Background: an optimization exercise with open tools, aiming at small area. Do not read the settings as production practice. Where RTL was checked, it was by simulation tests only, not by an equivalence proof against the original. The RTL of runs 2 to 5 was laid out without a check of its function. Power and IR drop assume default switching activity.

## flow/run.sh

```bash
#!/bin/bash
# synth_recipe.tcl (not shown) runs the flow's synth.tcl, then flattens the netlist and writes it again
# the make line also repeats each setting of config.mk as NAME=value (left out here)
make -C /OpenROAD-flow-scripts/flow DESIGN_CONFIG=/design/flow/config.mk WORK_HOME=/design/flow/orfs CLKGATE_MAP_FILE= SYNTH_SCRIPT=/design/flow/synth_recipe.tcl finish
```

## flow/constraint.sdc

```tcl
create_clock -name core_clock -period 16.0 [get_ports {clk}]
set_input_delay 3.2000 -clock core_clock [delete_from_list [all_inputs] [get_ports {clk}]]
set_output_delay 3.2000 -clock core_clock [all_outputs]
set_load 0.01 [all_outputs]
```

## flow/config.mk

```make
export PLATFORM = sky130hd
export DESIGN_NAME = qd_core
export DESIGN_NICKNAME = qd_core
export VERILOG_FILES = /design/flow/design.v
export SDC_FILE = /design/flow/constraint.sdc
export NUM_CORES = 4
export LEC_CHECK = 0
export CAP_MARGIN = 20
export CORE_MARGIN = 2
export CORE_UTILIZATION = 40
export SLEW_MARGIN = 20
```

## flow/design.v

```verilog
module qd_core (
    input  wire        clk,
    input  wire        rst,             
    input  wire        req_valid,
    output wire        req_ready,
    input  wire [31:0] req_value,
    input  wire [31:0] req_cursor,
    input  wire [31:0] req_capacity,
    output wire        wr_valid,
    output wire [31:0] wr_addr,
    output wire [15:0] wr_data,
    output wire [1:0]  wr_be,
    output wire        rsp_valid,
    output wire [31:0] rsp_cursor,
    output wire [3:0]  rsp_len,
    output wire        rsp_status
);
    localparam [6:0] C_IDLE = 7'd0,
                     C_GO   = 7'd3,
                     C_RSP  = 7'd72;
    reg  [6:0]  cnt;
    reg  [38:0] r;        
    reg  [31:0] cur;      
    reg  [3:0]  len;      
    reg         st;       
    wire idle   = (cnt == C_IDLE);
    wire dabble = (cnt <= 7'd34);
    wire accept = req_valid & idle & ~rst;
    wire fault  = (req_capacity < 32'd10);
    reg  [38:0] rc;
    integer j, b;
    reg  [3:0] d;
    always @(*) begin
        rc = r;
        for (j = 0; j < 9; j = j + 1) begin
            for (b = 0; b < 4; b = b + 1) d[b] = r[(32 + 4*j + b) % 39];
            if (dabble && cnt >= 4*j && d >= 4'd5) begin
                d = d + 4'd3;
                for (b = 0; b < 4; b = b + 1) rc[(32 + 4*j + b) % 39] = d[b];
            end
        end
    end
    wire        first = (cnt == 7'd35);
    wire [3:0]  win   = {r[32] & ~first, r[31:29]};
    wire        slot  = (cnt[1:0] == 2'd3) && (cnt >= 7'd35) && (cnt <= 7'd71);
    wire        last  = (cnt == 7'd71);
    wire        emit  = slot && ((win != 4'd0) || (len != 4'd0) || last);
    assign wr_valid   = emit & ~rst;
    assign wr_addr    = cur;
    assign wr_data    = {4'h3, win, 4'h3, win};
    assign wr_be      = 2'b01;
    assign req_ready  = idle;
    assign rsp_valid  = (cnt == C_RSP) & ~rst;
    assign rsp_cursor = cur;
    assign rsp_len    = len;
    assign rsp_status = st;
    always @(posedge clk) begin
        if (rst)
            cnt <= C_IDLE;
        else if (accept)
            cnt <= fault ? C_RSP : C_GO;
        else if (cnt == C_RSP)
            cnt <= C_IDLE;
        else if (!idle)
            cnt <= cnt + 7'd1;
        if (accept) begin
            r   <= {7'd0, req_value};
            cur <= req_cursor;
            len <= 4'd0;
            st  <= fault;
        end else begin
            r   <= {rc[37:0], rc[38]};
            if (emit) begin
                cur <= cur + 32'd1;
                len <= len + 4'd1;
            end
        end
    end
endmodule
```

==> results_tabular.tex, run 1 <==
\begin{tabular}{lr}
\hline
Metric & Value \\
\hline
\multicolumn{2}{l}{\textbf{Run status}} \\
Result of the run & finished clean \\
\multicolumn{2}{l}{\textbf{Critical path}} \\
Worst path arrival time & 4.55 ns \\
Crit path launch type & input port \\
Count of buffer and inverter cells on the critical path & 2 \\
Kind of end point of the critical path & primary output \\
Maximum fanout encountered on the critical timing path & 11 \\
Largest delay share family, worst path & buffers and inverters \\
Critical path class & in2out \\
Slowest CP cell & sky130\_fd\_sc\_hd\_\_clkdlybuf4s50\_1 \\
Stage delay of the slowest cell on the critical path & 0.60 ns \\
Cell Chain, Critical Path & clkdlybuf4s50\_1, nor2\_1, clkdlybuf4s50\_1 \\
Data required time of the critical path & approximately 13 ns \\
Most common cell type on the critical path & sky130\_fd\_sc\_hd\_\_clkdlybuf4s50\_1 \\
\multicolumn{2}{l}{\textbf{Final layout}} \\
Nets@finish & 854 \\
Share of layout cells above drive strength 1 & between 3 and 4\% \\
Antenna Cells & 0 \\
Post-Layout Inst Area & $\sim$7000 sq um \\
Growth of design area from synthesis to finish & 35.3\% \\
Most common cell after layout, fill and taps aside & sky130\_fd\_sc\_hd\_\_clkdlybuf4s50\_1 \\
Fill cells & 1184 \\
Most frequent cells in the layout & sky130\_fd\_sc\_hd\_\_clkdlybuf4s50\_1 (177), sky130\_fd\_sc\_hd\_\_nand2\_1 (79), sky130\_fd\_sc\_hd\_\_o21ai\_0 (63), sky130\_fd\_sc\_hd\_\_dfxtp\_1 (50), sky130\_fd\_sc\_hd\_\_edfxtp\_1 (33) \\
\multicolumn{2}{l}{\textbf{Die}} \\
Die extent in y & between 100 and 150 um \\
Initial standard-cell utilization of the core & 41.0\% \\
Full die area & between 10000 and 15000 sq um \\
Core Box Area & approximately 13000 sq um \\
Io pins & 189 \\
Horizontal die dimension & 118 um \\
Std-Cell Rows & 41 \\
\multicolumn{2}{l}{\textbf{Global route}} \\
Number of antenna violations at the first check in global routing & 0 \\
Overflow left after global routing & 0 \\
Global-route wire length before repair & between 20000 and 25000 um \\
Pin count of the biggest net entering global routing & 89 \\
GR Util All Layers & 18.7\% \\
Via count of the first global-routing pass & 4485 \\
\multicolumn{2}{l}{\textbf{Route}} \\
Detailed-router iteration count before antenna repair & 4 \\
Routed WL per cell & 14.7 um \\
Avg Vias per Cell & between 5 and 6 \\
Drt total wl & 13400 um \\
First-iteration detailed-routing DRC count & 240 \\
DR DRC count & 0 \\
Total number of vias & between 4000 and 5000 \\
Number of antenna-violating nets in the routed design & 0 \\
\multicolumn{2}{l}{\textbf{Min path}} \\
Hold Crit Class & reg2reg \\
\multicolumn{2}{l}{\textbf{Synth}} \\
Total standard cell area after synthesis & $\sim$5200 sq um \\
Cell type with the highest aggregate area in the netlist & sky130\_fd\_sc\_hd\_\_dfxtp\_1 \\
Number of unique standard cell types used by synthesis & 53 \\
Post-synthesis average cell area & approximately 8.5 sq um \\
Synthesis Warnings & 1 \\
Ys flop type & sky130\_fd\_sc\_hd\_\_dfxtp\_1 \\
Synth area leaders & sky130\_fd\_sc\_hd\_\_dfxtp\_1 (19\%), sky130\_fd\_sc\_hd\_\_edfxtp\_1 (19\%), sky130\_fd\_sc\_hd\_\_buf\_4 (7.1\%), sky130\_fd\_sc\_hd\_\_o21ai\_0 (6.1\%), sky130\_fd\_sc\_hd\_\_ha\_1 (5.8\%) \\
FF+latch count, synth & 83 \\
Gate count after technology mapping & between 600 and 700 \\
FFs w/ async S/R, synth & 0\% \\
Share of synthesized area occupied by flip-flops and latches & between 30\% and 40\% \\
EDFF count, synth & 33 \\
Fraction of synthesized cell area taken by the top area cell type & between 10\% and 20\% \\
\multicolumn{2}{l}{\textbf{Place}} \\
RePlAce Congestion & just over 0.8 \\
HPWL after DPL & 9930 um \\
Port bufs & around 180 \\
Cell Area, Placed & 6740 sq um \\
Dpl ws & 8.25 ns \\
\multicolumn{2}{l}{\textbf{Clock network}} \\
Clock sink total & between 80 and 90 \\
Clk\_lat worst skew & 0.34 ns \\
Number of setup buffers added after CTS & 0 \\
CTS resizes & 0 \\
Clock Pin Slew Worst Setup and Hold Paths & approximately 0.060 ns \\
Max Root-Sink Buffers & 2 \\
H-tree depth reported by CTS & 3 \\
Cts hold-fix bufs & 0 \\
CTS root buffer & sky130\_fd\_sc\_hd\_\_clkbuf\_16 \\
Clock buffers created by TritonCTS & 9 \\
Clock tree from TritonCTS & done \\
\multicolumn{2}{l}{\textbf{Timing}} \\
Fin Hold WS & around 0.48 ns \\
Slew HR & 34.9\% \\
Post-route clock period utilization & between 40\% and 50\% \\
Slack of the critical path & roughly 8.2 ns \\
Setup TNS Final & 0 ns \\
Highest Clock Rate & roughly 0.13 GHz \\
Hold Fails Final Rpt & 0 \\
Largest clock skew in the final design & 0.00775 ns \\
Final-report max-slew violation count & 0 \\
Unrepaired setup endpoints after global routing & no \\
Final Critical Period & 7.75 ns \\
Slew of the pin with the lowest slew margin & 0.968 ns \\
Setup violation total in the final timing report & 0 \\
\multicolumn{2}{l}{\textbf{Power}} \\
IR drop worst, VDD & roughly 60 uV \\
Leakage & roughly 2.5 nW \\
Cell area power density & approximately 130 nW/um\^{}2 \\
\multicolumn{2}{l}{\textbf{Flow run}} \\
Max-Cap Viols & 0 \\
\hline
\end{tabular}
## tightest hold or removal path, cell delays in order (launching register included)
cell and delay, ns:
sky130_fd_sc_hd__dfxtp_1 0.33, sky130_fd_sc_hd__nand2_1 0.06, sky130_fd_sc_hd__nand2_1 0.04
## flip-flops by register name (all words and copies together) (netlist names)
register,cells
cnt,7
st,1
r,39
len,4
cur,32
## final cells by class
cell class,count,area [sq um],area share [%]
Tap cell,172,215,3.06
Timing Repair Buffer,180,1790,25.5
Sequential cell,83,1990,28.3
Inverter,32,120,1.71
Clock inverter,5,53.8,0.765
Clock buffer,11,233,3.31
Multi-Input combinational cell,425,2620,37.3
## per-layer routing
layer	track usage, %	wire length (um)	vias up	share of wire (%)
met5	0	0	-	0
met3	3.73	670	10	5.0
met4	4.59	118	0	0.88
met1	22.1	5910	2183	44
li1	-	-	2316	-
met2	34.5	6650	150	50
## report_power, final
part	internal [W]	switching [W]
Sequential	0.000293	0.0000615
Clock	0.000120	0.0000853
Combinational	0.000169	0.000158
## cell families (layout without fill, tap and decap cells)
| logic type | count (synthesis) | after routing | share of synthesized area (%) |
|---|---|---|---|
| buffers and inverters | 109 | 228 | 11.8 |
| xor gates and xnor gates | 49 | 49 | 8.26 |
| and+or+nand+nor | 224 | 224 | 22.1 |
| other | 2 | 10 | 0.145 |
| DFF | 83 | 83 | 38.3 |
| AOI/OAI and AO/OA | 113 | 113 | 12.5 |
| muxes | 5 | 5 | 1.04 |
| adders and majority gates | 24 | 24 | 5.78 |
## synth_stat cells, types with 11 or more instances
| cell | count |
|---|---|
| sky130_fd_sc_hd__nand2_1 | 79 |
| sky130_fd_sc_hd__nor2_1 | 26 |
| sky130_fd_sc_hd__edfxtp_1 | 33 |
| sky130_fd_sc_hd__dfxtp_1 | 50 |
| sky130_fd_sc_hd__o21ai_0 | 63 |
| sky130_fd_sc_hd__ha_1 | 24 |
| sky130_fd_sc_hd__nand3_1 | 32 |
| sky130_fd_sc_hd__xor2_1 | 24 |
| sky130_fd_sc_hd__nand4_1 | 11 |
| sky130_fd_sc_hd__buf_4 | 49 |
| sky130_fd_sc_hd__nand2b_1 | 11 |
| sky130_fd_sc_hd__nor4_1 | 14 |
| sky130_fd_sc_hd__a21oi_1 | 20 |
| sky130_fd_sc_hd__or3_1 | 13 |
| sky130_fd_sc_hd__inv_1 | 32 |
| sky130_fd_sc_hd__xnor2_1 | 25 |
| sky130_fd_sc_hd__clkbuf_1 | 16 |
## worst paths after layout
| kind | start | slack [ns] | endpoint | cells after the start |
|---|---|---|---|---|
| max | rst | 8.25 | rsp_valid | 3 |
| min | r[29] | 0.48 | r[30] | 2 |
| max reg2reg | cnt[0] | 13.06 | r[12] | 10 |
| min reg2reg | r[29] | 0.48 | r[30] | 2 |
## stage by stage
stage | util (%) | cells | power [W]
after floorplan | - | 617 | 0.000567
after global placement | 53.2 | 892 | 0.000667
after detailed placement | 53.2 | 892 | 0.000687
after CTS | 55.5 | 908 | 0.000895
after global routing | 55.5 | 908 | 0.000952
final | 55.5 | 908 | 0.000887
==> run 2: changes to the inputs <==
--- a/flow/design.v
+++ b/flow/design.v
@@ -17,5 +17,5 @@
 );
-    localparam [6:0] C_IDLE = 7'd0,
-                     C_GO   = 7'd3,
-                     C_RSP  = 7'd72;
+    localparam [6:0] C_GO   = 7'd3,
+                     C_RSP  = 7'd72,
+                     C_RST  = 7'd80;
     reg  [6:0]  cnt;
@@ -24,5 +24,5 @@
     reg  [3:0]  len;      
-    reg         st;       
-    wire idle   = (cnt == C_IDLE);
+    wire idle   = (cnt == 7'd0);
     wire dabble = (cnt <= 7'd34);
+    wire rotate = (cnt <= 7'd41);     
     wire accept = req_valid & idle & ~rst;
@@ -31,3 +31,4 @@
     integer j, b;
-    reg  [3:0] d;
+    reg  [3:0] d, o;
+    reg        en, g;
     always @(*) begin
@@ -36,6 +37,9 @@
             for (b = 0; b < 4; b = b + 1) d[b] = r[(32 + 4*j + b) % 39];
-            if (dabble && cnt >= 4*j && d >= 4'd5) begin
-                d = d + 4'd3;
-                for (b = 0; b < 4; b = b + 1) rc[(32 + 4*j + b) % 39] = d[b];
-            end
+            en = dabble && cnt >= 4*j;
+            g  = en & (d[3] | (d[2] & (d[1] | d[0])));
+            o[3] = d[3] | g;
+            o[2] = d[2] ^ (g & (d[2] | d[0]));
+            o[1] = d[1] ^ (g & ~d[0]);
+            o[0] = d[0] ^ g;
+            for (b = 0; b < 4; b = b + 1) rc[(32 + 4*j + b) % 39] = o[b];
         end
@@ -55,24 +59,13 @@
     assign rsp_len    = len;
-    assign rsp_status = st;
+    assign rsp_status = (len == 4'd0);
     always @(posedge clk) begin
         if (rst)
-            cnt <= C_IDLE;
+            cnt <= C_RST;
         else if (accept)
             cnt <= fault ? C_RSP : C_GO;
-        else if (cnt == C_RSP)
-            cnt <= C_IDLE;
         else if (!idle)
             cnt <= cnt + 7'd1;
-        if (accept) begin
-            r   <= {7'd0, req_value};
-            cur <= req_cursor;
-            len <= 4'd0;
-            st  <= fault;
-        end else begin
-            r   <= {rc[37:0], rc[38]};
-            if (emit) begin
-                cur <= cur + 32'd1;
-                len <= len + 4'd1;
-            end
-        end
+        r   <= {rc[37:0], rc[38] & rotate} | ({39{accept}} & {7'd0, req_value});
+        cur <= accept ? req_cursor : cur + {31'd0, emit};
+        len <= accept ? 4'd0 : len + {3'd0, emit};
     end
==> flow/flow/run.sh (new file) <==
#!/bin/bash
# The standard layout, with the smallest buffer on each port instead of the
# one buffer_ports picks by itself. ORFS's own step logs stay under orfs/logs.
set -euo pipefail
export BUFFER_PORTS_ARGS="-buffer_cell sky130_fd_sc_hd__buf_1"
bash standard.sh > standard.log 2>&1
==> flow/standard.sh (new file) <==
#!/bin/bash
# synth_recipe.tcl (not shown) runs the flow's synth.tcl, then flattens the netlist and writes it again
# the make line also repeats each setting of config.mk as NAME=value (left out here)
make -C /OpenROAD-flow-scripts/flow DESIGN_CONFIG=/design/flow/config.mk WORK_HOME=/design/flow/orfs CLKGATE_MAP_FILE= SYNTH_SCRIPT=/design/flow/synth_recipe.tcl "${@:-finish}"
removed: flow/run.sh
==> run 2 against run 1 <==
  * Largest power group unchanged
  * Highest routed layer unchanged
  * Non-clock buffer count fell by 1
  * Setup slack improved by 0.43 ns
  * Routed wire length fell by 20%
  * First-iteration DRC count fell by 6.3%
  * Worst hold slack got worse by 0.086 ns
  * Register-to-register slack got worse by 0.47 ns
  * Power fell by 56%
  * Via count fell by 10%
  * Largest cell class unchanged
  * Still clean on timing, DRC and antenna
  * Utilization fell by 8.5 points
  * Sequential share of layout area rose by 3.9 points
  * Critical path depth rose by 1
==> results_tabular.tex, run 2 <==
\begin{tabular}{lr}
\hline
Metric & Value \\
\hline
\multicolumn{2}{l}{\textbf{Run status}} \\
Result of the run & finished clean \\
\multicolumn{2}{l}{\textbf{Synth}} \\
EDFF count, synth & 0 (-100\%) \\
Ys flop type & sky130\_fd\_sc\_hd\_\_dfxtp\_1 \\
Post-synthesis average cell area & 8.23 sq um (-3.6\%) \\
Synth area leaders & sky130\_fd\_sc\_hd\_\_dfxtp\_1 (37\%), sky130\_fd\_sc\_hd\_\_buf\_4 (8.3\%), sky130\_fd\_sc\_hd\_\_nand2\_1 (6.3\%), sky130\_fd\_sc\_hd\_\_ha\_1 (4.8\%), sky130\_fd\_sc\_hd\_\_o21ai\_0 (3.3\%) \\
Number of unique standard cell types used by synthesis & 51 (-3.8\%) \\
Cell type with the highest aggregate area in the netlist & sky130\_fd\_sc\_hd\_\_dfxtp\_1 \\
FF+latch count, synth & 82 (-1.2\%) \\
Share of synthesized area occupied by flip-flops and latches & 37.0\% (-1.4 points) \\
Fraction of synthesized cell area taken by the top area cell type & 37.0\% (+18 points) \\
FFs w/ async S/R, synth & 0\% (unchanged) \\
Synthesis Warnings & 1 (unchanged) \\
Gate count after technology mapping & 540 (-11\%) \\
Cell with the most instances after synthesis & sky130\_fd\_sc\_hd\_\_dfxtp\_1 \\
Total standard cell area after synthesis & 4440 sq um (-14\%) \\
Commonest cells in the netlist & sky130\_fd\_sc\_hd\_\_dfxtp\_1 (82), sky130\_fd\_sc\_hd\_\_nand2\_1 (74), sky130\_fd\_sc\_hd\_\_buf\_4 (49), sky130\_fd\_sc\_hd\_\_nor2\_1 (32), sky130\_fd\_sc\_hd\_\_o21ai\_0 (29) \\
\multicolumn{2}{l}{\textbf{Flow run}} \\
Max-Cap Viols & 0 (unchanged) \\
\multicolumn{2}{l}{\textbf{Timing}} \\
Final-report max-slew violation count & 0 (unchanged) \\
Hold Fails Final Rpt & 0 (unchanged) \\
Unrepaired setup endpoints after global routing & no \\
Setup TNS Final & 0 ns (unchanged) \\
Setup violation total in the final timing report & 0 (unchanged) \\
Final Critical Period & 7.33 ns (-0.429 ns) \\
Highest Clock Rate & 0.137 GHz (+5.9\%) \\
Slew of the pin with the lowest slew margin & 0.578 ns (-0.391 ns) \\
Slew HR & 61.3\% (+26 points) \\
Post-route clock period utilization & 45.8\% (-2.7 points) \\
Largest clock skew in the final design & 0.0116 ns (+0.00386 ns) \\
\multicolumn{2}{l}{\textbf{Final layout}} \\
Most frequent cells in the layout & sky130\_fd\_sc\_hd\_\_buf\_1 (177), sky130\_fd\_sc\_hd\_\_dfxtp\_1 (82), sky130\_fd\_sc\_hd\_\_nand2\_1 (74), sky130\_fd\_sc\_hd\_\_nor2\_1 (32), sky130\_fd\_sc\_hd\_\_o21ai\_0 (29) \\
Post-layout utilization of the core & 47.0\% (-8.5 points) \\
Growth of design area from synthesis to finish & 14.7\% \\
Post-Layout Inst Area & 5090 sq um (-28\%) \\
Largest reg by FF count & r \\
Antenna Cells & 0 (unchanged) \\
Share of layout cells above drive strength 1 & 3.71\% (-0.090 points) \\
Largest register FFs & 39 (unchanged) \\
Nets@finish & 784 (-8.2\%) \\
Most common cell after layout, fill and taps aside & sky130\_fd\_sc\_hd\_\_buf\_1 \\
Registers with the most flip-flops & r: 39 flops, cur: 32 flops, cnt: 7 flops \\
\multicolumn{2}{l}{\textbf{Critical path}} \\
Timing startpoint of the critical path & rst \\
Kind of end point of the critical path & primary output \\
Worst path arrival time & 4.13 ns (-0.42 ns) \\
Crit path launch type & input port \\
Most common cell type on the critical path & sky130\_fd\_sc\_hd\_\_buf\_1 \\
Data required time of the critical path & 12.80 ns (about the same) \\
Reg2reg path depth & 9 (-1) \\
Stage delay of the slowest cell on the critical path & 0.28 ns (-0.32 ns) \\
Critical path class & in2out \\
Worst setup endpoint & rsp\_valid \\
Worst reg2reg path startpoint & cnt[6] \\
Setup slack of the most critical reg-to-reg path & 12.59 ns (-0.47 ns) \\
Cell Chain, Critical Path & buf\_1, nor4b\_1, and4b\_1, buf\_1 \\
Slowest CP cell & sky130\_fd\_sc\_hd\_\_nor4b\_1 \\
Maximum fanout encountered on the critical timing path & 12 (+1) \\
Capturing point of the worst reg2reg path & cur[28] \\
\multicolumn{2}{l}{\textbf{Die}} \\
Horizontal die dimension & 109 um (-7.3\%) \\
Core Box Area & 10800 sq um (-14\%) \\
Die extent in y & 109 um (-7.3\%) \\
Io pins & 189 (unchanged) \\
Full die area & 12000 sq um (-14\%) \\
Initial standard-cell utilization of the core & 41.0\% (about the same) \\
Std-Cell Rows & 38 (-7.3\%) \\
\multicolumn{2}{l}{\textbf{Global route}} \\
Number of antenna violations at the first check in global routing & 0 (unchanged) \\
Pin count of the biggest net entering global routing & 39 (-56\%) \\
Overflow left after global routing & 0 (unchanged) \\
GR Util All Layers & 17.8\% (-0.86 points) \\
Via count of the first global-routing pass & 3783 (-16\%) \\
Global-route wire length before repair & 17000 um (-21\%) \\
\multicolumn{2}{l}{\textbf{Place}} \\
HPWL after DPL & 8010 um (-19\%) \\
Cell Area, Placed & 4870 sq um (-28\%) \\
RePlAce Congestion & 0.814 (-0.79\%) \\
Port bufs & 177 (unchanged) \\
\multicolumn{2}{l}{\textbf{Clock network}} \\
H-tree depth reported by CTS & 3 (unchanged) \\
Clock tree from TritonCTS & done \\
CTS root buffer & sky130\_fd\_sc\_hd\_\_clkbuf\_8 \\
Clock Pin Slew Worst Setup and Hold Paths & 0.08 ns (+0.02 ns) \\
Clk\_lat worst skew & 0.36 ns (+0.02 ns) \\
Cts hold-fix bufs & 0 (unchanged) \\
CTS resizes & 0 (unchanged) \\
Clock buffers created by TritonCTS & 9 (unchanged) \\
Max Root-Sink Buffers & 2 (unchanged) \\
Number of setup buffers added after CTS & 0 (unchanged) \\
Clock sink total & 82 (-1.2\%) \\
\multicolumn{2}{l}{\textbf{Route}} \\
Number of antenna-violating nets in the routed design & 0 (unchanged) \\
Detailed-router iteration count before antenna repair & 4 (unchanged) \\
DR DRC count & 0 (unchanged) \\
Drt total wl & 10600 um (-20\%) \\
Routed WL per cell & 13.1 um (-11\%) \\
First-iteration detailed-routing DRC count & 225 (-6.3\%) \\
Avg Vias per Cell & 5.13 (about the same) \\
Total number of vias & 4173 (-10\%) \\
\multicolumn{2}{l}{\textbf{Power}} \\
IR drop worst, VDD & 53.3 uV (-12\%) \\
Leakage & 2.08 nW (-17\%) \\
Cell area power density & 77.0 nW/um\^{}2 (-39\%) \\
Total power of the final layout & 0.000392 W (-56\%) \\
\multicolumn{2}{l}{\textbf{Min path}} \\
Hold Crit Class & reg2reg \\
\hline
\end{tabular}
[run 2: cell count changes after synthesis, moves of 9 or more]
cell                       before  now
sky130_fd_sc_hd__xnor2_1       25   16
sky130_fd_sc_hd__edfxtp_1      33    0
sky130_fd_sc_hd__xor2_1        24   13
sky130_fd_sc_hd__a31oi_1        7   17
sky130_fd_sc_hd__dfxtp_1       50   82
sky130_fd_sc_hd__o21ai_0       63   29
sky130_fd_sc_hd__a21oi_1       20    8
sky130_fd_sc_hd__o31ai_1        2   13
sky130_fd_sc_hd__nand3_1       32   18
[run 2: critical path, delay by kind of cell]
kind	cells	cell delay, ns
simple gates	2	0.52
buf+inv	2	0.40
[run 2: worst min path at each step]
stage | start | endpoint | slack [ns] | depth (start not counted)
global route | r[31] | r[32] | 0.40 | 0
finish | r[31] | r[32] | 0.40 | 0
detailed placement | r[31] | r[32] | 0.39 | 0
floorplan | r[31] | r[32] | 0.36 | 0
CTS | r[31] | r[32] | 0.40 | 0
global placement | r[31] | r[32] | 0.38 | 0
[run 2: kinds of logic (layout without fill, tap and decap cells)]
| kind of cell | count (synthesis) | in the layout | synth area share (%) |
|---|---|---|---|
| other cells | 2 | 10 | 0.169 |
| flops | 82 | 82 | 37.0 |
| buf+inv | 96 | 221 | 12.4 |
| simple gates | 209 | 209 | 24.0 |
| fa+ha+maj | 17 | 17 | 4.79 |
| xor+xnor | 29 | 29 | 5.72 |
| compound gates | 105 | 105 | 16.0 |
[run 2: per-layer routing]
| metal | routed length (um) | global-route usage (%) |
|---|---|---|
| met5 | 0 | 0 |
| met4 | 122 | 4.79 |
| met3 | 696 | 4.39 |
| met2 | 5090 | 32.0 |
| met1 | 4730 | 21.1 |
[run 2: through the flow]
step | hold slack (ns) | setup slack (ns) | cells
3_3_place_gp | 0.377 | 8.70 | 797
4_1_cts | 0.398 | 8.68 | 813
6_report | 0.397 | 8.67 | 813
3_5_place_dp | 0.388 | 8.69 | 797
2_1_floorplan | 0.361 | 9.14 | 548
5_1_grt | 0.404 | 8.59 | 813
[run 2: power breakdown]
part / switching, W / internal, W / total (W) / leakage, nW
Combinational: 0.00000865 / 0.00000829 / 0.0000169 / 1.31
Sequential: 0.00000187 / 0.000205 / 0.000207 / 0.663
Clock: 0.0000766 / 0.0000918 / 0.000168 / 0.109
Total: 0.0000872 / 0.000305 / 0.000392 / 2.08
[run 2: layout make-up]
type / count / area [sq um]
timing repair buffer: 179 / 679
inverter: 26 / 97.6
multi-input combinational: 370 / 2280
clock buffer: 11 / 141
tap: 140 / 175
fill: 1137 / 5750
clock inverter: 5 / 77.6
sequential: 82 / 1640
==> run 3: changes to the inputs <==
==> flow/flow/run.sh (replaced) <==
#!/bin/bash
set -euo pipefail
export BUFFER_PORTS_ARGS="-buffer_cell sky130_fd_sc_hd__buf_1"
export CTS_ARGS="-sink_clustering_enable -repair_clock_nets -dont_use_dummy_load -buf_list sky130_fd_sc_hd__clkbuf_8 -sink_clustering_size 20"
bash standard.sh > standard.log 2>&1
==> run 3 against run 2 <==
  * Largest cell class unchanged
  * Flip-flop and latch count unchanged
  * Area after synthesis unchanged
  * Critical path depth unchanged
  * Final cell count decreased by 0.86%
  * First-iteration DRC count decreased by 7.1%
  * Global-route usage about the same
  * Combinational power about the same
  * Synthesized cell count unchanged
  * Utilization decreased by 0.88 points
==> results_tabular.tex, run 3 <==
\begin{tabular}{lr}
\hline
Metric & Value \\
\hline
\multicolumn{2}{l}{\textbf{Run status}} \\
Result of the run & finished clean \\
\multicolumn{2}{l}{\textbf{Die}} \\
Core Box Area & 10800 sq um (unchanged) \\
Horizontal die dimension & 109 um (unchanged) \\
Initial standard-cell utilization of the core & 41.0\% (unchanged) \\
Die extent in y & 109 um (unchanged) \\
Full die area & 12000 sq um (unchanged) \\
Std-Cell Rows & 38 (unchanged) \\
Io pins & 189 (unchanged) \\
\multicolumn{2}{l}{\textbf{Route}} \\
DR DRC count & 0 (unchanged) \\
Avg Vias per Cell & 5.16 (+0.55\%) \\
First-iteration detailed-routing DRC count & 209 (-7.1\%) \\
Detailed-router iteration count before antenna repair & 4 (unchanged) \\
Number of antenna-violating nets in the routed design & 0 (unchanged) \\
Drt total wl & 10600 um (-0.17\%) \\
Routed WL per cell & 13.2 um (+0.70\%) \\
Total number of vias & 4160 (-0.31\%) \\
\multicolumn{2}{l}{\textbf{Clock network}} \\
Clock Pin Slew Worst Setup and Hold Paths & 0.08 ns (about the same) \\
CTS root buffer & sky130\_fd\_sc\_hd\_\_clkbuf\_8 \\
H-tree depth reported by CTS & 3 (unchanged) \\
Max Root-Sink Buffers & 2 (unchanged) \\
Clock tree from TritonCTS & done \\
Clock buffers created by TritonCTS & 9 (unchanged) \\
Clk\_lat worst skew & 0.36 ns (about the same) \\
Clock sink total & 82 (unchanged) \\
Number of setup buffers added after CTS & 0 (unchanged) \\
CTS resizes & 0 (unchanged) \\
Cts hold-fix bufs & 0 (unchanged) \\
\multicolumn{2}{l}{\textbf{Timing}} \\
Setup TNS Final & 0 ns (unchanged) \\
Highest Clock Rate & 0.137 GHz (about the same) \\
Slew of the pin with the lowest slew margin & 0.571 ns (-0.00658 ns) \\
Setup violation total in the final timing report & 0 (unchanged) \\
Slew HR & 61.7\% (+0.44 points) \\
Unrepaired setup endpoints after global routing & no \\
Largest clock skew in the final design & 0.0204 ns (+0.00876 ns) \\
Hold Fails Final Rpt & 0 (unchanged) \\
Final-report max-slew violation count & 0 (unchanged) \\
Post-route clock period utilization & 45.8\% (about the same) \\
Final Critical Period & 7.32 ns (-0.00124 ns) \\
\multicolumn{2}{l}{\textbf{Final layout}} \\
Nets@finish & 784 (unchanged) \\
Antenna Cells & 0 (unchanged) \\
Post-Layout Inst Area & 5000 sq um (-1.9\%) \\
Post-layout utilization of the core & 46.1\% (-0.88 points) \\
Registers with the most flip-flops & r: 39 flops, cur: 32 flops, cnt: 7 flops \\
Growth of design area from synthesis to finish & 12.5\% \\
Largest register FFs & 39 (unchanged) \\
Most frequent cells in the layout & sky130\_fd\_sc\_hd\_\_buf\_1 (177), sky130\_fd\_sc\_hd\_\_dfxtp\_1 (82), sky130\_fd\_sc\_hd\_\_nand2\_1 (74), sky130\_fd\_sc\_hd\_\_nor2\_1 (32), sky130\_fd\_sc\_hd\_\_o21ai\_0 (29) \\
Fill cells & 1141 (+0.35\%) \\
Largest reg by FF count & r \\
Filler-free cell count of the finished design & 806 (-0.86\%) \\
Share of layout cells above drive strength 1 & 2.85\% (-0.86 points) \\
Most common cell after layout, fill and taps aside & sky130\_fd\_sc\_hd\_\_buf\_1 \\
\multicolumn{2}{l}{\textbf{Synth}} \\
FF+latch count, synth & 82 (unchanged) \\
Synthesized-area fraction occupied by and/or/nand/nor cells & 24.0\% (unchanged) \\
Post-synthesis xor/xnor area fraction & 5.72\% (unchanged) \\
Gate count after technology mapping & 540 (unchanged) \\
Fraction of synthesized cell area taken by the top area cell type & 37.0\% (unchanged) \\
Synthesis Warnings & 1 (unchanged) \\
EDFF count, synth & 0 (unchanged) \\
Main combinational cell family by area after synthesis & simple AND/OR/NAND/NOR gates \\
Share of synthesized area occupied by flip-flops and latches & 37.0\% (unchanged) \\
Cell type with the highest aggregate area in the netlist & sky130\_fd\_sc\_hd\_\_dfxtp\_1 \\
Ys flop type & sky130\_fd\_sc\_hd\_\_dfxtp\_1 \\
Post-synthesis average cell area & 8.23 sq um (unchanged) \\
Share of synthesized area spent on multiplexers & 0\% (unchanged) \\
Post-synthesis compound-gate area fraction & 16.0\% (unchanged) \\
Commonest cells in the netlist & sky130\_fd\_sc\_hd\_\_dfxtp\_1 (82), sky130\_fd\_sc\_hd\_\_nand2\_1 (74), sky130\_fd\_sc\_hd\_\_buf\_4 (49), sky130\_fd\_sc\_hd\_\_nor2\_1 (32), sky130\_fd\_sc\_hd\_\_o21ai\_0 (29) \\
Synth area leaders & sky130\_fd\_sc\_hd\_\_dfxtp\_1 (37\%), sky130\_fd\_sc\_hd\_\_buf\_4 (8.3\%), sky130\_fd\_sc\_hd\_\_nand2\_1 (6.3\%), sky130\_fd\_sc\_hd\_\_ha\_1 (4.8\%), sky130\_fd\_sc\_hd\_\_o21ai\_0 (3.3\%) \\
Total standard cell area after synthesis & 4440 sq um (unchanged) \\
FFs w/ async S/R, synth & 0\% (unchanged) \\
Cell with the most instances after synthesis & sky130\_fd\_sc\_hd\_\_dfxtp\_1 \\
Number of unique standard cell types used by synthesis & 51 (unchanged) \\
Share of synthesized cell area in full adder, half adder and majority cells & 4.79\% (unchanged) \\
\multicolumn{2}{l}{\textbf{Global route}} \\
Pin count of the biggest net entering global routing & 39 (unchanged) \\
Via count of the first global-routing pass & 3752 (-0.82\%) \\
Global-route wire length before repair & 17000 um (-0.41\%) \\
GR Util All Layers & 17.8\% (-0.037 points) \\
Overflow left after global routing & 0 (unchanged) \\
Number of antenna violations at the first check in global routing & 0 (unchanged) \\
\multicolumn{2}{l}{\textbf{Critical path}} \\
Slowest CP cell & sky130\_fd\_sc\_hd\_\_nor4b\_1 \\
Maximum fanout encountered on the critical timing path & 12 (unchanged) \\
Crit path launch type & input port \\
Cell Chain, Critical Path & buf\_1, nor4b\_1, and4b\_1, buf\_1 \\
Largest delay share family, worst path & simple AND/OR/NAND/NOR gates \\
Count of buffer and inverter cells on the critical path & 2 (unchanged) \\
Critical path class & in2out \\
Worst path arrival time & 4.12 ns (about the same) \\
Most common cell type on the critical path & sky130\_fd\_sc\_hd\_\_buf\_1 \\
Stage delay of the slowest cell on the critical path & 0.28 ns (about the same) \\
Data required time of the critical path & 12.80 ns (about the same) \\
Kind of end point of the critical path & primary output \\
\multicolumn{2}{l}{\textbf{Flow run}} \\
Max-Cap Viols & 0 (unchanged) \\
\multicolumn{2}{l}{\textbf{Power}} \\
Cell area power density & 68.5 nW/um\^{}2 (-11\%) \\
Leakage & 2.03 nW (-2.1\%) \\
IR drop worst, VDD & 43.1 uV (-19\%) \\
\multicolumn{2}{l}{\textbf{Place}} \\
Cell Area, Placed & 4870 sq um (unchanged) \\
RePlAce Congestion & 0.814 (unchanged) \\
DP Cell Count & 797 (unchanged) \\
Port bufs & 177 (unchanged) \\
HPWL after DPL & 8010 um (unchanged) \\
\multicolumn{2}{l}{\textbf{Min path}} \\
Hold Crit Class & reg2reg \\
\hline
\end{tabular}
==> run 3: final cells by class <==
type / count / area (sq um) / share of cell area (%)
multi-input cells: 370 / 2280 / 45.6
inverters: 26 / 97.6 / 1.95
repair buffers: 179 / 679 / 13.6
clock buffers: 9 / 124 / 2.48
well taps: 140 / 175 / 3.50
flip-flops and latches: 82 / 1640 / 32.8
==> run 3: metal layers <==
layer | track usage [%] | wire (um)
met2 | 31.8 | 5090
met5 | 0 | 0
met4 | 4.70 | 122
met3 | 4.56 | 723
met1 | 21.1 | 4690
==> run 3: path summary, 6_finish.rpt <==
check / startpoint / to / slack [ns] / cells past startpoint
worst max-delay path: rst / rsp_valid / 8.68 / 4
worst min-delay path: r[31] / r[32] / 0.39 / 0
worst max register to register: cnt[6] / cur[28] / 12.58 / 9
worst min register to register: r[31] / r[32] / 0.39 / 0
==> run 3: cell families after synthesis <==
| logic type | after synthesis |
|---|---|
| AOI/OAI and AO/OA | 105 |
| xor gates and xnor gates | 29 |
| adders and majority gates | 17 |
| buffers and inverters | 96 |
| DFF | 82 |
| other | 2 |
| and+or+nand+nor | 209 |
==> run 3: metrics by stage <==
| stage | total power (W) | worst slack (ns) | hold slack (ns) |
|---|---|---|---|
| after floorplan | 0.000220 | 9.14 | 0.361 |
| after global routing | 0.000359 | 8.59 | 0.403 |
| after CTS | 0.000347 | 8.68 | 0.396 |
| after global placement | 0.000228 | 8.70 | 0.377 |
| final | 0.000342 | 8.68 | 0.395 |
| after detailed placement | 0.000229 | 8.69 | 0.388 |
==> run 3: power by group <==
group / internal [W] / leakage, nW / switching [W]
Clock: 0.0000504 / 0.0647 / 0.0000682
Combinational: 0.00000829 / 1.31 / 0.00000863
Sequential: 0.000205 / 0.663 / 0.00000186
Total: 0.000264 / 2.03 / 0.0000787
==> run 4: changes to the inputs <==
--- a/flow/config.mk
+++ b/flow/config.mk
@@ -9,3 +9,3 @@
 export CORE_MARGIN = 2
-export CORE_UTILIZATION = 40
+export CORE_UTILIZATION = 65
 export SLEW_MARGIN = 20
==> run 4 against run 3 <==
  * Still clean on timing, DRC and antenna
  * Clock power fell by 3%
  * First-iteration DRC count fell by 38%
  * Worst hold slack improved by 0.0098 ns
  * Clock skew rose by 0.0020 ns
  * Area after synthesis did not move
  * Routed wire length fell by 4.8%
  * Critical path depth did not move
  * Critical endpoint unchanged
  * Largest cell class unchanged
  * Largest power group unchanged
==> results_tabular.tex, run 4 <==
\begin{tabular}{lr}
\hline
Metric & Value \\
\hline
\multicolumn{2}{l}{\textbf{Timing}} \\
Setup TNS Final & 0 ns (unchanged) \\
Hold Fails Final Rpt & 0 (unchanged) \\
Slew of the pin with the lowest slew margin & 0.659 ns (+0.0875 ns) \\
Setup violation total in the final timing report & 0 (unchanged) \\
Slew HR & 56.1\% (-5.6 points) \\
Final Critical Period & 7.28 ns (-0.0473 ns) \\
Slack of the critical path & 8.72 ns (+0.0473 ns) \\
Unrepaired setup endpoints after global routing & no \\
Largest clock skew in the final design & 0.0223 ns (+0.00195 ns) \\
Post-route clock period utilization & 45.5\% (-0.30 points) \\
Highest Clock Rate & 0.137 GHz (+0.65\%) \\
Final-report max-slew violation count & 0 (unchanged) \\
\multicolumn{2}{l}{\textbf{Final layout}} \\
Nets@finish & 782 (-0.26\%) \\
Share of layout cells above drive strength 1 & 2.71\% (-0.14 points) \\
Largest register FFs & 39 (unchanged) \\
Growth of design area from synthesis to finish & 10.7\% \\
Antenna Cells & 0 (unchanged) \\
Most common cell after layout, fill and taps aside & sky130\_fd\_sc\_hd\_\_buf\_1 \\
Registers with the most flip-flops & r: 39 flops, cur: 32 flops, cnt: 7 flops \\
Largest reg by FF count & r \\
Most frequent cells in the layout & sky130\_fd\_sc\_hd\_\_buf\_1 (177), sky130\_fd\_sc\_hd\_\_dfxtp\_1 (82), sky130\_fd\_sc\_hd\_\_nand2\_1 (74), sky130\_fd\_sc\_hd\_\_nor2\_1 (32), sky130\_fd\_sc\_hd\_\_o21ai\_0 (29) \\
\multicolumn{2}{l}{\textbf{Critical path}} \\
Capturing point of the worst reg2reg path & cur[28] \\
Slowest CP cell & sky130\_fd\_sc\_hd\_\_nor4b\_1 \\
Worst reg2reg path startpoint & cnt[0] \\
Crit path launch type & input port \\
Data required time of the critical path & 12.80 ns (about the same) \\
Count of cell instances traversed by the critical path & 4 (unchanged) \\
Cell Chain, Critical Path & buf\_1, nor4b\_1, and4b\_1, buf\_1 \\
Worst path arrival time & 4.08 ns (-0.04 ns) \\
Reg2reg path depth & 10 (+1) \\
Count of buffer and inverter cells on the critical path & 2 (unchanged) \\
Maximum fanout encountered on the critical timing path & 12 (unchanged) \\
Kind of end point of the critical path & primary output \\
Most common cell type on the critical path & sky130\_fd\_sc\_hd\_\_buf\_1 \\
Largest delay share family, worst path & simple AND/OR/NAND/NOR gates \\
Critical path class & in2out \\
Stage delay of the slowest cell on the critical path & 0.27 ns (about the same) \\
Worst setup endpoint & rsp\_valid \\
Timing startpoint of the critical path & rst \\
Setup slack of the most critical reg-to-reg path & 12.57 ns (about the same) \\
\multicolumn{2}{l}{\textbf{Synth}} \\
Synthesis Warnings & 1 (unchanged) \\
Synth area leaders & sky130\_fd\_sc\_hd\_\_dfxtp\_1 (37\%), sky130\_fd\_sc\_hd\_\_buf\_4 (8.3\%), sky130\_fd\_sc\_hd\_\_nand2\_1 (6.3\%), sky130\_fd\_sc\_hd\_\_ha\_1 (4.8\%), sky130\_fd\_sc\_hd\_\_o21ai\_0 (3.3\%) \\
Ys flop type & sky130\_fd\_sc\_hd\_\_dfxtp\_1 \\
FFs w/ async S/R, synth & 0\% (unchanged) \\
EDFF count, synth & 0 (unchanged) \\
Gate count after technology mapping & 540 (unchanged) \\
Commonest cells in the netlist & sky130\_fd\_sc\_hd\_\_dfxtp\_1 (82), sky130\_fd\_sc\_hd\_\_nand2\_1 (74), sky130\_fd\_sc\_hd\_\_buf\_4 (49), sky130\_fd\_sc\_hd\_\_nor2\_1 (32), sky130\_fd\_sc\_hd\_\_o21ai\_0 (29) \\
Post-synthesis average cell area & 8.23 sq um (unchanged) \\
Cell with the most instances after synthesis & sky130\_fd\_sc\_hd\_\_dfxtp\_1 \\
Cell type with the highest aggregate area in the netlist & sky130\_fd\_sc\_hd\_\_dfxtp\_1 \\
Fraction of synthesized cell area taken by the top area cell type & 37.0\% (unchanged) \\
Number of unique standard cell types used by synthesis & 51 (unchanged) \\
FF+latch count, synth & 82 (unchanged) \\
Share of synthesized area occupied by flip-flops and latches & 37.0\% (unchanged) \\
Total standard cell area after synthesis & 4440 sq um (unchanged) \\
\multicolumn{2}{l}{\textbf{Global route}} \\
Number of antenna violations at the first check in global routing & 0 (unchanged) \\
Pin count of the biggest net entering global routing & 68 (+74\%) \\
Global-route wire length before repair & 16500 um (-2.9\%) \\
Via count of the first global-routing pass & 3707 (-1.2\%) \\
Global-route met2 utilization & 47.2\% (+15 points) \\
Overflow left after global routing & 0 (unchanged) \\
Global Route met1 Usage & 33.2\% (+12 points) \\
Most Crowded Layer GR & met2 \\
GR Util All Layers & 27.3\% (+9.5 points) \\
GRT met3 Usage & 6.38\% (+1.8 points) \\
\multicolumn{2}{l}{\textbf{Route}} \\
Detailed-router iteration count before antenna repair & 5 (+1) \\
Routed WL per cell & 13.6 um (+3.2\%) \\
Drt total wl & 10100 um (-4.8\%) \\
Avg Vias per Cell & 5.62 (+8.9\%) \\
Number of antenna-violating nets in the routed design & 0 (unchanged) \\
First-iteration detailed-routing DRC count & 130 (-38\%) \\
DR DRC count & 0 (unchanged) \\
Total number of vias & 4181 (+0.50\%) \\
\multicolumn{2}{l}{\textbf{Die}} \\
Core Box Area & 6720 sq um (-38\%) \\
Io pins & 189 (unchanged) \\
Std-Cell Rows & 30 (-21\%) \\
Full die area & 7510 sq um (-37\%) \\
Die extent in y & 86.7 um (-21\%) \\
Horizontal die dimension & 86.7 um (-21\%) \\
Initial standard-cell utilization of the core & 66.1\% (+25 points) \\
\multicolumn{2}{l}{\textbf{Run status}} \\
Result of the run & finished clean \\
\multicolumn{2}{l}{\textbf{Clock network}} \\
Clk\_lat worst skew & 0.35 ns (about the same) \\
H-tree depth reported by CTS & 3 (unchanged) \\
Clock tree from TritonCTS & done \\
Cts hold-fix bufs & 0 (unchanged) \\
Clock buffers created by TritonCTS & 9 (unchanged) \\
Clock Pin Slew Worst Setup and Hold Paths & 0.07 ns (about the same) \\
CTS root buffer & sky130\_fd\_sc\_hd\_\_clkbuf\_8 \\
Number of setup buffers added after CTS & 0 (unchanged) \\
Max Root-Sink Buffers & 2 (unchanged) \\
CTS resizes & 0 (unchanged) \\
Clock sink total & 82 (unchanged) \\
\multicolumn{2}{l}{\textbf{Power}} \\
Cell area power density & 69.0 nW/um\^{}2 (+0.73\%) \\
Leakage & 2.02 nW (-0.55\%) \\
Total power of the final layout & 0.000339 W (-0.91\%) \\
IR drop worst, VDD & 42.9 uV (-0.47\%) \\
\multicolumn{2}{l}{\textbf{Place}} \\
Dpl ws & 8.72 ns (+0.0366 ns) \\
HPWL after DPL & 7600 um (-5.2\%) \\
RePlAce Congestion & 0.819 (+0.64\%) \\
Port bufs & 177 (unchanged) \\
\multicolumn{2}{l}{\textbf{Min path}} \\
Hold Crit Class & reg2reg \\
\multicolumn{2}{l}{\textbf{Flow run}} \\
Max-Cap Viols & 0 (unchanged) \\
\hline
\end{tabular}
## run 4: cell counts after synthesis
Identical to the previous run, type by type.
## run 4: final cells by class
cell class / count / area [sq um]
multi-input combinational: 370 / 2290
fill: 611 / 1800
sequential: 82 / 1640
timing repair buffer: 177 / 664
clock buffer: 9 / 124
tap: 80 / 100
inverter: 26 / 97.6
## run 4: kinds of logic (layout without fill, tap and decap cells)
logic type	after synthesis	count (layout)	share of synthesized area, %
flip-flops	82	82	37.0
AND/OR/NAND/NOR	209	209	24.0
XOR/XNOR	29	29	5.72
AO/OA/AOI/OAI	105	105	16.0
buffers and inverters	96	212	12.4
other	2	10	0.169
adder cells (fa/ha/maj)	17	17	4.79
## run 4: worst min-delay path by stage
stage / start / to / slack (ns) / depth (start not counted)
6_report: r[31] / r[32] / 0.40 / 0
3_5_place_dp: r[31] / r[32] / 0.39 / 0
3_3_place_gp: r[31] / r[32] / 0.39 / 0
2_1_floorplan: r[31] / r[32] / 0.36 / 0
5_1_grt: r[31] / r[32] / 0.42 / 0
4_1_cts: r[31] / r[32] / 0.42 / 0
## run 4: per-stage QoR
stage | cells | hold WS (ns) | area, sq um | util, %
after global routing | 744 | 0.416 | 4920 | 73.2
after detailed placement | 735 | 0.394 | 4790 | 71.3
after floorplan | 548 | 0.361 | 4470 | -
final | 744 | 0.405 | 4920 | 73.2
after global placement | 735 | 0.395 | 4780 | 71.2
after CTS | 744 | 0.415 | 4910 | 73.1
## run 4: where the power goes
group / switching, W / internal [W] / total [W]
Combinational: 0.00000860 / 0.00000829 / 0.0000169
Sequential: 0.00000188 / 0.000205 / 0.000207
Clock: 0.0000651 / 0.0000504 / 0.000115
Total: 0.0000756 / 0.000264 / 0.000339
## run 4: layer usage
layer | vias to the layer above | routed length, um
met3 | 11 | 602
met1 | 1937 | 4270
met5 | - | 0
li1 | 2099 | -
met4 | 0 | 113
met2 | 134 | 5130
==> run 5: changes to the inputs <==
--- a/flow/design.v
+++ b/flow/design.v
@@ -17,4 +17,3 @@
 );
-    localparam [6:0] C_GO   = 7'd3,
-                     C_RSP  = 7'd72,
+    localparam [6:0] C_RSP  = 7'd69,
                      C_RST  = 7'd80;
@@ -24,7 +23,17 @@
     reg  [3:0]  len;      
-    wire idle   = (cnt == 7'd0);
-    wire dabble = (cnt <= 7'd34);
-    wire rotate = (cnt <= 7'd41);     
+    wire idle   = &cnt;
+    wire dabble = (cnt[6:5] == 2'b00);
+    wire rotate = ~cnt[6];
     wire accept = req_valid & idle & ~rst;
     wire fault  = (req_capacity < 32'd10);
+    wire [4:0]  k = cnt[4:0];
+    wire [8:0]  en_t = {k[4] & k[3] & k[2] & (k[1] | k[0]),   
+                        k[4] & k[3] & (k[2] | k[1]),          
+                        k[4] & (k[3] | (k[2] & k[1])),        
+                        k[4] & (k[3] | k[2] | k[1]),          
+                        k[4],                                 
+                        k[4] | (k[3] & k[2]),                 
+                        k[4] | k[3],                          
+                        k[4] | k[3] | k[2],                   
+                        1'b1};
     reg  [38:0] rc;
@@ -37,3 +46,3 @@
             for (b = 0; b < 4; b = b + 1) d[b] = r[(32 + 4*j + b) % 39];
-            en = dabble && cnt >= 4*j;
+            en = dabble & en_t[j];
             g  = en & (d[3] | (d[2] & (d[1] | d[0])));
@@ -46,6 +55,6 @@
     end
-    wire        first = (cnt == 7'd35);
+    wire        first = (cnt == 7'd32);
     wire [3:0]  win   = {r[32] & ~first, r[31:29]};
-    wire        slot  = (cnt[1:0] == 2'd3) && (cnt >= 7'd35) && (cnt <= 7'd71);
-    wire        last  = (cnt == 7'd71);
+    wire        slot  = (cnt[1:0] == 2'd0) && (cnt >= 7'd32) && (cnt <= 7'd68);
+    wire        last  = (cnt == 7'd68);
     wire        emit  = slot && ((win != 4'd0) || (len != 4'd0) || last);
@@ -63,5 +72,5 @@
             cnt <= C_RST;
-        else if (accept)
-            cnt <= fault ? C_RSP : C_GO;
-        else if (!idle)
+        else if (accept & fault)
+            cnt <= C_RSP;
+        else if (!idle || accept)
             cnt <= cnt + 7'd1;
==> run 5 against run 4 <==
  * Fmax up 2.7%
  * Non-clock buffer count is 3 higher
  * Clock skew grew 0.0066 ns
  * First-iteration DRC count fell by 11%
  * Clock power about the same
  * Critical path type unchanged
==> results_tabular.tex, run 5 <==
\begin{tabular}{lr}
\hline
Metric & Value \\
\hline
\multicolumn{2}{l}{\textbf{Timing}} \\
Slew of the pin with the lowest slew margin & 0.618 ns (-0.0401 ns) \\
Setup violation total in the final timing report & 0 (unchanged) \\
Final-report max-slew violation count & 0 (unchanged) \\
Hold Fails Final Rpt & 0 (unchanged) \\
Slew HR & 58.5\% (+2.4 points) \\
Highest Clock Rate & 0.141 GHz (+2.7\%) \\
Post-route clock period utilization & 44.3\% (-1.2 points) \\
Largest clock skew in the final design & 0.0289 ns (+0.00658 ns) \\
Setup TNS Final & 0 ns (unchanged) \\
Unrepaired setup endpoints after global routing & no \\
Final Critical Period & 7.08 ns (-0.193 ns) \\
\multicolumn{2}{l}{\textbf{Route}} \\
First-iteration detailed-routing DRC count & 116 (-11\%) \\
Detailed-router iteration count before antenna repair & 4 (-1) \\
Drt total wl & 9190 um (-9.2\%) \\
Avg Vias per Cell & 5.27 (-6.2\%) \\
Total number of vias & 3792 (-9.3\%) \\
Number of antenna-violating nets in the routed design & 0 (unchanged) \\
DR DRC count & 0 (unchanged) \\
Routed WL per cell & 12.8 um (-6.1\%) \\
\multicolumn{2}{l}{\textbf{Final layout}} \\
Largest reg by FF count & r \\
Most common cell after layout, fill and taps aside & sky130\_fd\_sc\_hd\_\_buf\_1 \\
Share of layout cells above drive strength 1 & 5.45\% (+2.7 points) \\
Antenna Cells & 0 (unchanged) \\
Growth of design area from synthesis to finish & 12.0\% \\
Nets@finish & 759 (-2.9\%) \\
Post-Layout Inst Area & 4910 sq um (-0.13\%) \\
Most frequent cells in the layout & sky130\_fd\_sc\_hd\_\_buf\_1 (177), sky130\_fd\_sc\_hd\_\_dfxtp\_1 (82), sky130\_fd\_sc\_hd\_\_nand2\_1 (62), sky130\_fd\_sc\_hd\_\_nor2\_1 (56), sky130\_fd\_sc\_hd\_\_a21oi\_1 (38) \\
Registers with the most flip-flops & r: 39 flops, cur: 32 flops, cnt: 7 flops \\
Largest register FFs & 39 (unchanged) \\
\multicolumn{2}{l}{\textbf{Clock network}} \\
Clock Pin Slew Worst Setup and Hold Paths & 0.08 ns (about the same) \\
Clock tree from TritonCTS & done \\
Clk\_lat worst skew & 0.36 ns (about the same) \\
Number of setup buffers added after CTS & 0 (unchanged) \\
H-tree depth reported by CTS & 3 (unchanged) \\
CTS root buffer & sky130\_fd\_sc\_hd\_\_clkbuf\_8 \\
Clock sink total & 82 (unchanged) \\
Max Root-Sink Buffers & 2 (unchanged) \\
Cts hold-fix bufs & 0 (unchanged) \\
CTS resizes & 0 (unchanged) \\
Clock buffers created by TritonCTS & 9 (unchanged) \\
\multicolumn{2}{l}{\textbf{Synth}} \\
EDFF count, synth & 0 (unchanged) \\
Synth area leaders & sky130\_fd\_sc\_hd\_\_dfxtp\_1 (37\%), sky130\_fd\_sc\_hd\_\_buf\_4 (9.2\%), sky130\_fd\_sc\_hd\_\_nand2\_1 (5.3\%), sky130\_fd\_sc\_hd\_\_nor2\_1 (4.8\%), sky130\_fd\_sc\_hd\_\_xor2\_1 (4.8\%) \\
FF+latch count, synth & 82 (unchanged) \\
Fraction of synthesized cell area taken by the top area cell type & 37.5\% (+0.50 points) \\
Gate count after technology mapping & 510 (-5.6\%) \\
Number of unique standard cell types used by synthesis & 46 (-9.8\%) \\
Commonest cells in the netlist & sky130\_fd\_sc\_hd\_\_dfxtp\_1 (82), sky130\_fd\_sc\_hd\_\_nand2\_1 (62), sky130\_fd\_sc\_hd\_\_nor2\_1 (56), sky130\_fd\_sc\_hd\_\_buf\_4 (54), sky130\_fd\_sc\_hd\_\_a21oi\_1 (38) \\
Synthesis Warnings & 1 (unchanged) \\
Post-synthesis average cell area & 8.59 sq um (+4.5\%) \\
Total standard cell area after synthesis & 4380 sq um (-1.3\%) \\
FFs w/ async S/R, synth & 0\% (unchanged) \\
Share of synthesized area occupied by flip-flops and latches & 37.5\% (+0.50 points) \\
Ys flop type & sky130\_fd\_sc\_hd\_\_dfxtp\_1 \\
Cell type with the highest aggregate area in the netlist & sky130\_fd\_sc\_hd\_\_dfxtp\_1 \\
Cell with the most instances after synthesis & sky130\_fd\_sc\_hd\_\_dfxtp\_1 \\
\multicolumn{2}{l}{\textbf{Critical path}} \\
Kind of end point of the critical path & primary output \\
Cell Chain, Critical Path & buf\_1, nor3b\_1, buf\_1 \\
Worst setup endpoint & rsp\_valid \\
Crit path launch type & input port \\
Most common cell type on the critical path & sky130\_fd\_sc\_hd\_\_buf\_1 \\
Capturing point of the worst reg2reg path & cur[28] \\
Reg2reg path depth & 11 (+1) \\
Stage delay of the slowest cell on the critical path & 0.28 ns (about the same) \\
Data required time of the critical path & 12.80 ns (about the same) \\
Worst path arrival time & 3.88 ns (-0.20 ns) \\
Maximum fanout encountered on the critical timing path & 9 (-3) \\
Worst reg2reg path startpoint & cnt[6] \\
Slowest CP cell & sky130\_fd\_sc\_hd\_\_nor3b\_1 \\
Setup slack of the most critical reg-to-reg path & 12.96 ns (+0.39 ns) \\
Critical path class & in2out \\
Timing startpoint of the critical path & rst \\
\multicolumn{2}{l}{\textbf{Die}} \\
Full die area & 7420 sq um (-1.3\%) \\
Core Box Area & 6420 sq um (-4.4\%) \\
Initial standard-cell utilization of the core & 68.2\% (+2.1 points) \\
Horizontal die dimension & 86.1 um (-0.63\%) \\
Std-Cell Rows & 29 (-3.3\%) \\
Die extent in y & 86.1 um (-0.63\%) \\
Io pins & 189 (unchanged) \\
\multicolumn{2}{l}{\textbf{Power}} \\
Cell area power density & 73.3 nW/um\^{}2 (+6.2\%) \\
Leakage & 1.97 nW (-2.5\%) \\
Total power of the final layout & 0.000360 W (+6.0\%) \\
IR drop worst, VDD & 54.7 uV (+27\%) \\
\multicolumn{2}{l}{\textbf{Global route}} \\
GR Util All Layers & 24.7\% (-2.6 points) \\
Via count of the first global-routing pass & 3438 (-7.3\%) \\
Overflow left after global routing & 0 (unchanged) \\
Global-route wire length before repair & 14600 um (-11\%) \\
Number of antenna violations at the first check in global routing & 0 (unchanged) \\
Pin count of the biggest net entering global routing & 38 (-44\%) \\
\multicolumn{2}{l}{\textbf{Place}} \\
RePlAce Congestion & 0.830 (+1.4\%) \\
HPWL after DPL & 7180 um (-5.6\%) \\
Port bufs & 177 (unchanged) \\
Cell Area, Placed & 4790 sq um (about the same) \\
\multicolumn{2}{l}{\textbf{Flow run}} \\
Max-Cap Viols & 0 (unchanged) \\
\multicolumn{2}{l}{\textbf{Run status}} \\
Result of the run & finished clean \\
\multicolumn{2}{l}{\textbf{Min path}} \\
Hold Crit Class & reg2reg \\
\hline
\end{tabular}
[run 5: changes by cell type in the layout (fill, tap and decap cells not counted), sizes merged, moves of 8 or more]
cell,change
a21oi,+30
a31oi,-16
mux2i,+8
nand2,-11
nor2,+25
o21ai,-16
o31ai,-13
or4,-12
xor2,+11
[run 5: area by class of cell]
cell class / count / area [sq um]
clock buffer: 9 / 124
fill: 527 / 1510
inverter: 23 / 86.3
multi-input combinational: 348 / 2240
sequential: 82 / 1640
tap: 77 / 96.3
timing repair buffer: 180 / 719
[run 5: cells by family (layout without fill, tap and decap cells)]
| kind of cell | Yosys count | in the layout | synth area share, % |
|---|---|---|---|
| other cells | 2 | 10 | 0.171 |
| fa+ha+maj | 16 | 16 | 4.57 |
| compound gates | 75 | 75 | 11.4 |
| buf+inv | 88 | 212 | 12.4 |
| flops | 82 | 82 | 37.5 |
| mux | 8 | 8 | 1.83 |
| simple gates | 195 | 195 | 23.4 |
| xor+xnor | 44 | 44 | 8.79 |
[run 5: worst min-delay path by stage]
stage | from | end | cells past startpoint
after floorplan | r[31] | r[32] | 0
after global placement | r[31] | r[32] | 0
after detailed placement | r[31] | r[32] | 0
after CTS | r[31] | r[32] | 0
after global routing | r[31] | r[32] | 0
final | r[31] | r[32] | 0
[run 5: metal layers]
| metal | share of wire [%] | GRT usage [%] |
|---|---|---|
| met1 | 41 | 27.9 |
| met4 | 1.6 | 9.38 |
| met5 | 0 | 0 |
| met2 | 51 | 46.2 |
| met3 | 6.6 | 3.95 |
[run 5: through the flow]
step                      std cells  hold slack [ns]  worst slack (ns)  utilization, %
after floorplan                 518            0.364              9.13               -
after CTS                       719            0.401              8.91            76.5
after global placement          708            0.383              8.97            73.8
final                           719            0.401              8.92            76.5
after global routing            719            0.414              8.81            76.5
after detailed placement        710            0.384              8.92            74.5
[run 5: critical path, delay by kind of cell]
kind | cells | cell delay [ns]
buffers and inverters | 2 | 0.41
and+or+nand+nor | 1 | 0.28
[run 5: power breakdown]
part           total [W]  internal [W]  switching (W)
sequential      0.000213      0.000208     0.00000540
combinational  0.0000310     0.0000134      0.0000177
clock           0.000115     0.0000504      0.0000650
total           0.000360      0.000272      0.0000880
==> run 6: changes to the inputs <==
--- a/flow/design.v
+++ b/flow/design.v
@@ -69,2 +69,11 @@
     assign rsp_status = (len == 4'd0);
+    reg  [32:0] cc;
+    reg  [4:0]  lc;
+    integer i;
+    always @(*) begin
+        cc[0] = emit;
+        for (i = 0; i < 32; i = i + 1) cc[i+1] = cc[i] & cur[i];
+        lc[0] = emit;
+        for (i = 0; i < 4; i = i + 1) lc[i+1] = lc[i] & len[i];
+    end
     always @(posedge clk) begin
@@ -77,4 +86,4 @@
         r   <= {rc[37:0], rc[38] & rotate} | ({39{accept}} & {7'd0, req_value});
-        cur <= accept ? req_cursor : cur + {31'd0, emit};
-        len <= accept ? 4'd0 : len + {3'd0, emit};
+        cur <= accept ? req_cursor : cur ^ cc[31:0];
+        len <= accept ? 4'd0 : len ^ lc[3:0];
     end
==> run 6 against run 5 <==
  * Still clean on timing, DRC and antenna
  * Worst hold slack worse by 0.0021 ns
  * Count of clock-buffer cells in the layout did not move
  * Combinational power shrank 6%
  * Final cell count fell by 13%
  * Setup slack got worse by 0.61 ns
  * Synthesized cell count down 18%
  * Flip-flop and latch count stayed put
  * Critical path type is now reg2reg
==> results_tabular.tex, run 6 <==
\begin{tabular}{lr}
\hline
Metric & Value \\
\hline
\multicolumn{2}{l}{\textbf{Critical path}} \\
Critical path class & reg2reg \\
Slowest CP cell & sky130\_fd\_sc\_hd\_\_or3\_1 \\
Stage delay of the slowest cell on the critical path & 0.48 ns (+0.20 ns) \\
Worst path arrival time & 7.92 ns (+4.04 ns) \\
Reg2reg path depth & 36 (+25) \\
Data required time of the critical path & 16.22 ns (+3.42 ns) \\
Most common cell type on the critical path & sky130\_fd\_sc\_hd\_\_ha\_1 \\
\multicolumn{2}{l}{\textbf{Synth}} \\
Number of unique standard cell types used by synthesis & 45 (-2.2\%) \\
Commonest cells in the netlist & sky130\_fd\_sc\_hd\_\_dfxtp\_1 (82), sky130\_fd\_sc\_hd\_\_buf\_4 (49), sky130\_fd\_sc\_hd\_\_ha\_1 (46), sky130\_fd\_sc\_hd\_\_nand2\_1 (38), sky130\_fd\_sc\_hd\_\_mux2\_1 (32) \\
Post-synthesis average cell area & 9.98 sq um (+16\%) \\
Ys flop type & sky130\_fd\_sc\_hd\_\_dfxtp\_1 \\
Share of synthesized area occupied by flip-flops and latches & 39.5\% (+2.1 points) \\
Gate count after technology mapping & 416 (-18\%) \\
Fraction of synthesized cell area taken by the top area cell type & 39.5\% (+2.1 points) \\
Synthesis Warnings & 1 (unchanged) \\
EDFF count, synth & 0 (unchanged) \\
Total standard cell area after synthesis & 4150 sq um (-5.3\%) \\
Cell with the most instances after synthesis & sky130\_fd\_sc\_hd\_\_dfxtp\_1 \\
FF+latch count, synth & 82 (unchanged) \\
Synth area leaders & sky130\_fd\_sc\_hd\_\_dfxtp\_1 (40\%), sky130\_fd\_sc\_hd\_\_ha\_1 (14\%), sky130\_fd\_sc\_hd\_\_buf\_4 (8.9\%), sky130\_fd\_sc\_hd\_\_mux2\_1 (8.7\%), sky130\_fd\_sc\_hd\_\_nand2\_1 (3.4\%) \\
FFs w/ async S/R, synth & 0\% (unchanged) \\
\multicolumn{2}{l}{\textbf{Final layout}} \\
Antenna Cells & 0 (unchanged) \\
Registers with the most flip-flops & r: 39 flops, cur: 32 flops, cnt: 7 flops \\
Growth of design area from synthesis to finish & 12.1\% (about the same) \\
Most common cell after layout, fill and taps aside & sky130\_fd\_sc\_hd\_\_buf\_1 \\
Largest reg by FF count & r \\
Most frequent cells in the layout & sky130\_fd\_sc\_hd\_\_buf\_1 (177), sky130\_fd\_sc\_hd\_\_dfxtp\_1 (82), sky130\_fd\_sc\_hd\_\_ha\_1 (46), sky130\_fd\_sc\_hd\_\_nand2\_1 (38), sky130\_fd\_sc\_hd\_\_mux2\_1 (32) \\
Post-Layout Inst Area & 4660 sq um (-5.2\%) \\
Share of layout cells above drive strength 1 & 3.28\% (-2.2 points) \\
Largest register FFs & 39 (unchanged) \\
\multicolumn{2}{l}{\textbf{Die}} \\
Io pins & 189 (unchanged) \\
Initial standard-cell utilization of the core & 66.2\% (-2.1 points) \\
Horizontal die dimension & 83.9 um (-2.5\%) \\
Std-Cell Rows & 29 (unchanged) \\
Die extent in y & 83.9 um (-2.5\%) \\
Core Box Area & 6280 sq um (-2.3\%) \\
Full die area & 7040 sq um (-5.0\%) \\
\multicolumn{2}{l}{\textbf{Global route}} \\
Number of antenna violations at the first check in global routing & 0 (unchanged) \\
Overflow left after global routing & 0 (unchanged) \\
Global-route wire length before repair & 12900 um (-12\%) \\
Pin count of the biggest net entering global routing & 50 (+32\%) \\
\multicolumn{2}{l}{\textbf{Min path}} \\
Worst hold stages & 0 (unchanged) \\
Hold Crit Class & reg2reg \\
\multicolumn{2}{l}{\textbf{Timing}} \\
Unrepaired setup endpoints after global routing & no \\
Slew HR & 32.0\% (-26 points) \\
Highest Clock Rate & 0.130 GHz (-8.0\%) \\
Largest clock skew in the final design & 0.0272 ns (-0.00173 ns) \\
Slew of the pin with the lowest slew margin & 1.02 ns (+0.400 ns) \\
Final Critical Period & 7.70 ns (+0.613 ns) \\
\multicolumn{2}{l}{\textbf{Route}} \\
Total number of vias & 3284 (-13\%) \\
Drt total wl & 8040 um (-13\%) \\
Routed WL per cell & 12.8 um (+0.49\%) \\
Detailed-router iteration count before antenna repair & 4 (unchanged) \\
First-iteration detailed-routing DRC count & 99 (-15\%) \\
Number of antenna-violating nets in the routed design & 0 (unchanged) \\
\multicolumn{2}{l}{\textbf{Clock network}} \\
Clock sink total & 82 (unchanged) \\
Clock buffers created by TritonCTS & 9 (unchanged) \\
H-tree depth reported by CTS & 3 (unchanged) \\
Max Root-Sink Buffers & 2 (unchanged) \\
Cts hold-fix bufs & 0 (unchanged) \\
Number of setup buffers added after CTS & 0 (unchanged) \\
Clock tree from TritonCTS & done \\
Clk\_lat worst skew & 0.35 ns (about the same) \\
CTS resizes & 0 (unchanged) \\
\multicolumn{2}{l}{\textbf{Place}} \\
Cell Area, Placed & 4530 sq um (-5.3\%) \\
Port bufs & 177 (unchanged) \\
RePlAce Congestion & 0.833 (+0.34\%) \\
HPWL after DPL & 6260 um (-13\%) \\
\multicolumn{2}{l}{\textbf{Run status}} \\
Result of the run & finished clean \\
\multicolumn{2}{l}{\textbf{Power}} \\
Leakage & 2.11 nW (+7.2\%) \\
\multicolumn{2}{l}{\textbf{Flow run}} \\
Max-Cap Viols & 0 (unchanged) \\
\hline
\end{tabular}
## run 6: cell count changes after synthesis, sizes merged, moves of 12 or more
cell   previous run  this run
nor2             57        15
a21oi            38         6
mux2              0        32
ha               16        46
nand2            63        38
xor2             24         3
nand4            15         2
nand3            18         6
## run 6: layer usage
layer	vias to the layer above	GRT usage (%)	wire (um)
li1	1649	-	-
met1	1491	28.0	3350
met2	138	39.1	3990
met3	6	5.44	654
met4	0	6.30	44
met5	-	0	0
## run 6: area by class of cell
cell class	count	area, sq um	area share [%]
timing repair buffer	178	672	14.4
sequential	82	1640	35.3
tap	77	96.3	2.07
inverter	23	86.3	1.85
multi-input combinational	257	2040	43.7
clock buffer	9	124	2.66
## run 6: where the power goes
group	internal (W)	switching [W]
clock network	0.0000504	0.0000643
logic	0.0000133	0.0000158
registers	0.000209	0.00000521
total	0.000273	0.0000853
## run 6: logic make-up (layout without fill, tap and decap cells)
logic type	count (synthesis)	in the layout	share of synthesized area, %
simple gates	99	99	11.9
buf+inv	85	210	12.3
flops	82	82	39.5
compound gates	55	55	10.3
fa+ha+maj	46	46	13.9
mux	34	34	9.16
xor+xnor	13	13	2.74
other cells	2	10	0.181
## run 6: stage by stage
stage               worst slack [ns]  power [W]  hold slack, ns  utilization [%]  cells
floorplan                       8.68   0.000238           0.364                -    424
global placement                8.40   0.000247           0.380             72.2    617
detailed placement              8.27   0.000248           0.383             72.2    617
CTS                             8.25   0.000361           0.395             74.2    626
global route                    7.90   0.000374           0.405             74.2    626
finish                          8.30   0.000358           0.399             74.2    626
## run 6: worst paths after layout
path	start	endpoint	slack, ns
worst min register to register	r[31]	r[32]	0.40
worst max register to register	cnt[2]	cur[30]	8.30
worst max-delay path	cnt[2]	cur[30]	8.30
worst min-delay path	r[31]	r[32]	0.40

Re-timed with assumed drivers on the ports (clkbuf_16 on the clock, buf_2 on other inputs), run 6 has 8.303 ns of setup slack against 8.303 ns with ideal ports, and 8.303 ns once port delays also move by the mid clock arrival of 0.361 ns.
